This is an optimization exercise on Yosys and OpenROAD, whose aim is small area, a short achievable clock period and few clock cycles, not a production implementation. At most, simulation tests tie the RTL to the original design; equivalence was not proved. Power figures rest on the tool's default switching activity, not on a simulated workload.

== before ==
// batbot_codec
module batbot_codec (
    input  wire       clk,
    input  wire       rst,           
    input  wire       rx_valid,
    input  wire [7:0] rx_data,
    input  wire       rx_last,
    output wire       rx_ready,
    output wire       tx_valid,
    output wire [7:0] tx_data,
    output wire       tx_last,
    input  wire       tx_ready,
    input  wire [3:0] enc_a,
    input  wire [3:0] enc_b
);
    localparam RB   = 5;             
    localparam RCAP = 25;            
    localparam FB   = 2;             
    localparam FDEP = 4;             
    localparam [1:0] T_ERR = 2'd0, T_SHORT = 2'd1, T_ANGLE = 2'd2, T_ECHO = 2'd3;
    function [15:0] crc_table;
        input [7:0] index;
        integer b;
        reg [15:0] c;
        begin
            c = {index, 8'h00};
            for (b = 0; b < 8; b = b + 1)
                c = c[15] ? ((c << 1) ^ 16'h8005) : (c << 1);
            crc_table = c;
        end
    endfunction
    function [15:0] crc_update;
        input [15:0] accum;
        input [7:0]  data;
        begin
            crc_update = {accum[7:0], 8'h00} ^ crc_table(accum[15:8] ^ data);
        end
    endfunction
    function [15:0] quad_delta;
        input [3:0] index;
        begin
            case (index)
                4'd1, 4'd7, 4'd8, 4'd14:  quad_delta = 16'hFFFF;
  ...
Size in the first run: ~2,500 cells after synthesis, ~500 flip-flops, ~27,000 um^2 of cells after synthesis.
==> flow/config.mk <==
export PLATFORM = sky130hd
export DESIGN_NAME = batbot_codec
export DESIGN_NICKNAME = batbot_codec
export VERILOG_FILES = /design/flow/design.v
export SDC_FILE = /design/flow/constraint.sdc
export NUM_CORES = 4
export LEC_CHECK = 0
export CAP_MARGIN = 20
export CORE_MARGIN = 2
export CORE_UTILIZATION = 25
export PLACE_DENSITY = 0.5
export SLEW_MARGIN = 20
==> flow/constraint.sdc <==
create_clock -name core_clock -period 10.0 [get_ports {clk}]
set_input_delay 2.0000 -clock core_clock [delete_from_list [all_inputs] [get_ports {clk}]]
set_output_delay 2.0000 -clock core_clock [all_outputs]
set_load 0.01 [all_outputs]
standard.sh (not shown) runs the stock make flow with config.mk's settings and CLKGATE_MAP_FILE= SYNTH_SCRIPT=/design/flow/synth_recipe.tcl, a recipe that flattens the netlist after the stock synthesis.
==> flow/flow/run.sh <==
#!/bin/bash
# The standard layout, with two changes to how it is made:
#  - the port buffers are buf_4 cells
#  - repair_timing aims for more setup slack than the standard flow does
set -euo pipefail
bash standard.sh \
  "BUFFER_PORTS_ARGS=-buffer_cell sky130_fd_sc_hd__buf_4" \
  SETUP_SLACK_MARGIN=${MARGIN:-6.85} \
  finish > standard.log 2>&1
> inputs changed (before -> after)
# before
export LEC_CHECK = 0
export CAP_MARGIN = 20
export CORE_MARGIN = 2
export CORE_UTILIZATION = 25
export PLACE_DENSITY = 0.5
export SLEW_MARGIN = 20
create_clock -name core_clock -period 10.0 [get_ports {clk}]
# after
export LEC_CHECK = 0
export ABC_AREA = 1
export CAP_MARGIN = 20
export CORE_MARGIN = 2
export CORE_UTILIZATION = 25
export PLACE_DENSITY = 0.5
export SLEW_MARGIN = 20
create_clock -name core_clock -period 10.0 [get_ports {clk}]
--- a/flow/flow/run.sh
+++ b/flow/flow/run.sh
@@ -7,3 +7,3 @@
   "BUFFER_PORTS_ARGS=-buffer_cell sky130_fd_sc_hd__buf_4" \
-  SETUP_SLACK_MARGIN=${MARGIN:-6.85} \
+  SETUP_SLACK_MARGIN=${MARGIN:-6.6} \
   finish > standard.log 2>&1
### Flow results
Global routing usage on met2 up 1.0 points in after wrt before. before vs after, master of the slowest instance on the critical path: sky130_fd_sc_hd__edfxtp_1 vs sky130_fd_sc_hd__buf_4. The sequential share of layout area of after falls short of that of before by 0.33 points. after vs before — switching component of the power rose about 1%. Compared with before, the detailed router inserted more vias in after. Est. power | after vs before | after lower.
No functional check of the RTL was part of any run of this note.

========
Another version of the RTL of batbot_codec (not shown whole).
Size in the first run: ~490 flip-flops, roughly 32 I/O pins, roughly 27000 µm² of cells after synthesis.
==> flow/config.mk <==
export PLATFORM = sky130hd
export DESIGN_NAME = batbot_codec
export DESIGN_NICKNAME = batbot_codec
export VERILOG_FILES = /design/flow/design.v
export SDC_FILE = /design/flow/constraint.sdc
export NUM_CORES = 4
export LEC_CHECK = 0
export CAP_MARGIN = 20
export CORE_MARGIN = 2
export CORE_UTILIZATION = 40
export CTS_BUF_LIST = sky130_fd_sc_hd__clkbuf_16
export CTS_CLUSTER_DIAMETER = 60
export CTS_CLUSTER_SIZE = 22
export PLACE_DENSITY = 0.55
export SLEW_MARGIN = 20
==> flow/constraint.sdc <==
create_clock -name core_clock -period 10.0 [get_ports {clk}]
set_input_delay 2.0000 -clock core_clock [delete_from_list [all_inputs] [get_ports {clk}]]
set_output_delay 2.0000 -clock core_clock [all_outputs]
set_load 0.01 [all_outputs]
==> flow/flow/run.sh <==
#!/bin/bash
# The standard layout, with two changes to how it is made:
#  - the port buffers are buf_4 cells
#  - repair_timing aims for more setup slack than the standard flow does
set -euo pipefail
bash standard.sh \
  "BUFFER_PORTS_ARGS=-buffer_cell sky130_fd_sc_hd__buf_4" \
  SETUP_SLACK_MARGIN=${MARGIN:-6.85} \
  finish > standard.log 2>&1
The starting point completed with no timing, DRC or antenna violations.
Testbench counts at the start, summed over its fixed seeds: cycles 17,791.
Then changed:
Settings changed: CORE_UTILIZATION 40 to 50, CTS_CLUSTER_DIAMETER 60 to 110, CTS_CLUSTER_SIZE 22 to 32, PLACE_DENSITY 0.55 to 0.65.
The changed run passed the timing, design-rule and antenna checks.
Maximum frequency went down by 0.74%.
Utilization went up by 9.5 points.
Final area went down by 3.2%.
Sequential power is about the same.
Worst setup slack gets worse by 0.024 ns.
Non-clock buffer count went down by 2.
Routed wire length went down by 4.5%.
Clock-buffer cell count went down by 25.
Then changed:
Settings changed: CTS_BUF_LIST sky130_fd_sc_hd__clkbuf_16 to sky130_fd_sc_hd__clkbuf_8, CTS_CLUSTER_DIAMETER 110 to 45, CTS_CLUSTER_SIZE 32 to 18.
Outcome: Die area does not change. Routed wire length increases by 2.0%. Non-clock buffer count goes up by 4. Sequential power stays flat. Combinational power stays flat.
Then changed:
Settings changed: CTS_BUF_LIST sky130_fd_sc_hd__clkbuf_8 to sky130_fd_sc_hd__clkbuf_16, CTS_CLUSTER_DIAMETER 45 to 60, CTS_CLUSTER_SIZE 18 to 22.
Effect: Worst setup slack is better by 0.072 ns; routed wire length drops by 0.96%; power drops by 2.0%; design area drops by 0.71%.
Then changed:
Settings changed: CORE_UTILIZATION 50 to 25, CTS_BUF_LIST sky130_fd_sc_hd__clkbuf_16 to sky130_fd_sc_hd__clkbuf_8, CTS_CLUSTER_DIAMETER 60 to 50, CTS_CLUSTER_SIZE 22 to 16, PLACE_DENSITY 0.65 to 0.5.
After rerunning:
- The new run completed with no timing, DRC or antenna violations
- register-to-register slack gets worse by 0.03 ns
- power shrinks by 6.3%
- hold slack is worse by 0.0079 ns
- clock-buffer cell count came out higher by 13
- cell count grows by 23%
- worst setup slack got worse by 0.21 ns
- cell area is higher by 1.9%
- flip-flop and latch count stays the same
- sequential share of layout area drops by 0.80 points

separate check: timing with driven ports:
The results above use ideal ports. As a check the final layouts listed here were re-extracted and re-timed, cells and wires unchanged. Step 1: set_driving_cell puts a clkbuf_16 on clk and a buf_2 on each other input, an assumption about the parent block. Step 2 moves the port delays by t, midway between the first and last clock arrival at a register: inputs arrive t later, outputs are due t later. That takes back most of the time a late clock gives input paths. Three values: no drivers, after step 1, after step 2; two values: the first two.
| run | t, ns | slack for setup (ns) | worst setup path after step 2 |
|---|---|---|---|
| before | 0.682 | 6.714 / 6.654 / 6.337 | input to register |
| after | 0.683 | 6.694 / 6.649 / 6.057 | input to register |
| the first run of note 2 | 0.639 | 6.829 / 6.771 / 6.288 | input to register |
| the second run of note 2 | 0.627 | 6.805 / 6.746 / 6.298 | input to register |
| the third run of note 2 | 0.715 | 6.746 / 6.686 / 6.210 | input to register |
| the fourth run of note 2 | 0.639 | 6.818 / 6.762 / 6.308 | input to register |
| the fifth run of note 2 | 0.760 | 6.612 / 6.552 / 6.188 | input to register |
After both steps setup and hold are still met in every run listed. For after, which loses most, drivers alone change the setup slack by -0.045 ns; drivers and shift together by -0.637 ns.
